Source: an optimization exercise on an open RTL-to-GDS flow (aim: small area). Production flows keep margins and buffers that such runs may drop. In this exercise RTL edits were held to simulation tests only and were not proved equivalent to the original. Power figures rest on the tool's default switching activity, not on a simulated workload.

Setup of north:
## drc_rx_engine
module drc_rx_engine #(
    parameter P_RXMAX = 32                     
) (
    input  wire        clk,
    input  wire        rst,                    
    input  wire        rx_valid,               
    input  wire [7:0]  rx_data,
    output reg         frm_done,               
    output reg  [1:0]  frm_status,             
    output wire [7:0]  cap_flags,
    output wire [7:0]  cap_tid,
    output wire [7:0]  cap_sid,
    output wire [7:0]  cap_did,
    output wire [7:0]  cap_cid,
    output wire [7:0]  cap_seq,
    output wire [7:0]  cap_err,
    output reg  [4:0]  cap_plen,
    input  wire [4:0]  pl_addr,
    output wire [7:0]  pl_data,
    output reg  [31:0] cnt_ok,
    output reg  [31:0] cnt_cksum,
    output reg  [31:0] cnt_short,
    output reg  [31:0] cnt_ovf,
    output reg  [31:0] cnt_skip
);
For scale: ~680 flip-flops, about 250 I/O pins, roughly 0.024 mm^2 of cells after synthesis.
clock: 50.0 ns
lec_check: 0
cap_margin: 20
core_margin: 2
core_utilization: 65
place_density: 0.75
slew_margin: 20
standard.sh (not shown) runs the stock make flow with config.mk's settings and CLKGATE_MAP_FILE= SYNTH_SCRIPT=/design/flow/synth_recipe.tcl, a recipe that flattens the netlist after the stock synthesis.
==> flow/flow/run.sh <==
#!/bin/bash
# The standard ORFS layout, with three changes aimed at cell area:
#  - synthesis maps the logic with an area-oriented ABC script (flow/abc_area.script)
#    and leaves adders to ABC too (no ADDER_MAP_FILE); everything else in synthesis is
#    synth_recipe.tcl unchanged, so the registers are the same
#  - port buffers are sky130_fd_sc_hd__buf_1 instead of the default delay buffer
#  - CTS uses clkbuf_8 with sink clusters of up to 20 and no dummy loads
set -euo pipefail
here=$(pwd)
cat > "$here/area_synth.tcl" <<EOT
proc abc {args} {
  set i [lsearch \$args -script]
  lset args [expr {\$i + 1}] $here/flow/abc_area.script
  yosys abc {*}\$args
}
source $here/synth_recipe.tcl
EOT
bash standard.sh \
  "SYNTH_SCRIPT=$here/area_synth.tcl" \
  "ADDER_MAP_FILE=" \
  "BUFFER_PORTS_ARGS=-buffer_cell sky130_fd_sc_hd__buf_1" \
  "CTS_ARGS=-sink_clustering_enable -repair_clock_nets -dont_use_dummy_load -buf_list sky130_fd_sc_hd__clkbuf_8 -sink_clustering_size 18 -sink_clustering_max_diameter 70" \
  finish > flow_make.log 2>&1
==> flow/flow/abc_area.script <==
&get -n
&st
&dc2
&dch -f
&nf -R 1000
&st
&dch -f
&nf -R 1000
&put
topo
north completed every stage of the flow, and the final layout passed the timing, DRC and antenna checks.
Edits applied to the flow inputs when going from north to south:
--- a/flow/flow/run.sh
+++ b/flow/flow/run.sh
@@ -7 +7 @@
-#  - CTS uses clkbuf_8 with sink clusters of up to 20 and no dummy loads
+#  - CTS uses clkbuf_16 with sink clusters of up to 30 and no dummy loads
@@ -22 +22 @@
-  "CTS_ARGS=-sink_clustering_enable -repair_clock_nets -dont_use_dummy_load -buf_list sky130_fd_sc_hd__clkbuf_8 -sink_clustering_size 18 -sink_clustering_max_diameter 70" \
+  "CTS_ARGS=-sink_clustering_enable -repair_clock_nets -dont_use_dummy_load -buf_list sky130_fd_sc_hd__clkbuf_16 -sink_clustering_size 40 -sink_clustering_max_diameter 60" \
## What came out
Going from north to south, the per-cell via count in the routed design was found to have gone up by 0.069.
Of the two candidates, north has the worse wire length and south the better one.
Total via count after detailed routing deteriorates in south relative to north.
Between north and south, the difference in headroom to the max-slew limit is negligible.
Post-route minimum period (higher): south

--- another note on this design; it stands on its own ---

==> run F <==
Design drc_rx_engine, start of the top module:
module drc_rx_engine #(
    parameter P_RXMAX = 32                     
) (
    input  wire        clk,
    input  wire        rst,                    
    input  wire        rx_valid,               
    input  wire [7:0]  rx_data,
    output reg         frm_done,               
    output reg  [1:0]  frm_status,             
    output wire [7:0]  cap_flags,
    output wire [7:0]  cap_tid,
    output wire [7:0]  cap_sid,
    output wire [7:0]  cap_did,
    output wire [7:0]  cap_cid,
    output wire [7:0]  cap_seq,
    output wire [7:0]  cap_err,
    output reg  [4:0]  cap_plen,
    input  wire [4:0]  pl_addr,
    output wire [7:0]  pl_data,
    output reg  [31:0] cnt_ok,
    output reg  [31:0] cnt_cksum,
    output reg  [31:0] cnt_short,
    output reg  [31:0] cnt_ovf,
    output reg  [31:0] cnt_skip
);
export LEC_CHECK = 0
export CAP_MARGIN = 20
export CORE_MARGIN = 2
export CORE_UTILIZATION = 40
export SLEW_MARGIN = 20
create_clock -name core_clock -period 50.0 [get_ports {clk}]
standard.sh (not shown) runs the stock make flow with config.mk's settings and CLKGATE_MAP_FILE= SYNTH_SCRIPT=/design/flow/synth_recipe.tcl, a recipe that flattens the netlist after the stock synthesis.
==> flow/flow/run.sh <==
#!/bin/bash
# The standard ORFS layout, with three changes aimed at cell area:
#  - synthesis maps the logic with an area-oriented ABC script (flow/abc_area.script);
#    and leaves adders to ABC too (no ADDER_MAP_FILE); everything else in synthesis is
#    synth_recipe.tcl unchanged, so the registers are the same
#  - port buffers are sky130_fd_sc_hd__buf_1 instead of the default delay buffer
#  - CTS uses clkbuf_16 with sink clusters of up to 30 and no dummy loads
set -euo pipefail
here=$(pwd)
cat > "$here/area_synth.tcl" <<EOT
proc abc {args} {
  set i [lsearch \$args -script]
  lset args [expr {\$i + 1}] $here/flow/abc_area.script
  yosys abc {*}\$args
}
source $here/synth_recipe.tcl
EOT
bash standard.sh \
  "SYNTH_SCRIPT=$here/area_synth.tcl" \
  "ADDER_MAP_FILE=" \
  "BUFFER_PORTS_ARGS=-buffer_cell sky130_fd_sc_hd__buf_1" \
  "CTS_ARGS=-sink_clustering_enable -repair_clock_nets -dont_use_dummy_load -buf_list sky130_fd_sc_hd__clkbuf_16 -sink_clustering_size 30 -sink_clustering_max_diameter 80" \
  finish > flow_make.log 2>&1
==> flow/flow/abc_area.script <==
&get -n
&st
&dc2
&dch -f
&nf -R 1000
&st
&dch -f
&nf -R 1000
&put
topo
==> inputs of run H, as changes to run F <==
--- a/flow/flow/run.sh
+++ b/flow/flow/run.sh
@@ -1,6 +1,6 @@
 #!/bin/bash
 # The standard ORFS layout, with three changes aimed at cell area:
-#  - synthesis maps the logic with an area-oriented ABC script (flow/abc_area.script);
+#  - synthesis maps the logic with an area-oriented ABC script (flow/abc_area.script)
 #    and leaves adders to ABC too (no ADDER_MAP_FILE); everything else in synthesis is
 #    synth_recipe.tcl unchanged, so the registers are the same
 #  - port buffers are sky130_fd_sc_hd__buf_1 instead of the default delay buffer
--- a/flow/config.mk
+++ b/flow/config.mk
@@ -7,5 +7,6 @@
 export LEC_CHECK = 0
 export CAP_MARGIN = 20
 export CORE_MARGIN = 2
-export CORE_UTILIZATION = 40
+export CORE_UTILIZATION = 65
+export PLACE_DENSITY = 0.75
 export SLEW_MARGIN = 20
==> results.txt <==
	run F	run H
Status	timing/DRC/antenna clean	timing/DRC/antenna clean
Int Pwr	0.726 mW	0.719 mW
Leakage power total	8.69 nW	8.65 nW
Inst Count DP	2719	2411
DR WL met3	3.94 mm	5.65 mm
Actual transition at the worst max-transition pin	1160 ps	1170 ps
Top layer reached by signal wires	met5	met4
Number of iterations in the first detailed-routing pass	7	6
Detailed-route wire length	66.9 mm	61.0 mm
Worst Skew	105 ps	62.5 ps
Largest stage delay on the critical path	880 ps	750 ps
Final std cell area, no fill	0.0267 mm^2	0.0263 mm^2
Met1 Use GR	0.278	0.441

## static timing again, ports no longer ideal
No port has a modelled driver above. Below, the same layouts with a new extraction and two added sets of constraints. Step 1: set_driving_cell puts a clkbuf_16 on clk and a buf_2 on each other input, an assumption about the parent block. Step 2 adds t to the input delays and takes it off the output delays; t is the mean of the earliest and latest rising clock arrival at the registers after step 1. Input paths then give back, and output paths get back, about the clock's delay inside the block. Three values: no drivers, after step 1, after step 2; two values: the first two.
run	t, ns	setup WS [ns]	latest minus earliest clock arrival (ns)
north	0.674	27.609 / 27.571 / 27.571	0.079 / 0.080
south	0.596	27.595 / 27.554 / 27.554	0.084 / 0.084
run F	0.671	27.348 / 27.321 / 27.321	0.104 / 0.104
run H	0.635	27.471 / 27.428 / 27.428	0.063 / 0.063
After both steps setup and hold are still met in every run listed. For run H, which loses most, drivers alone change the setup slack by -0.043 ns; drivers and shift together by -0.043 ns.
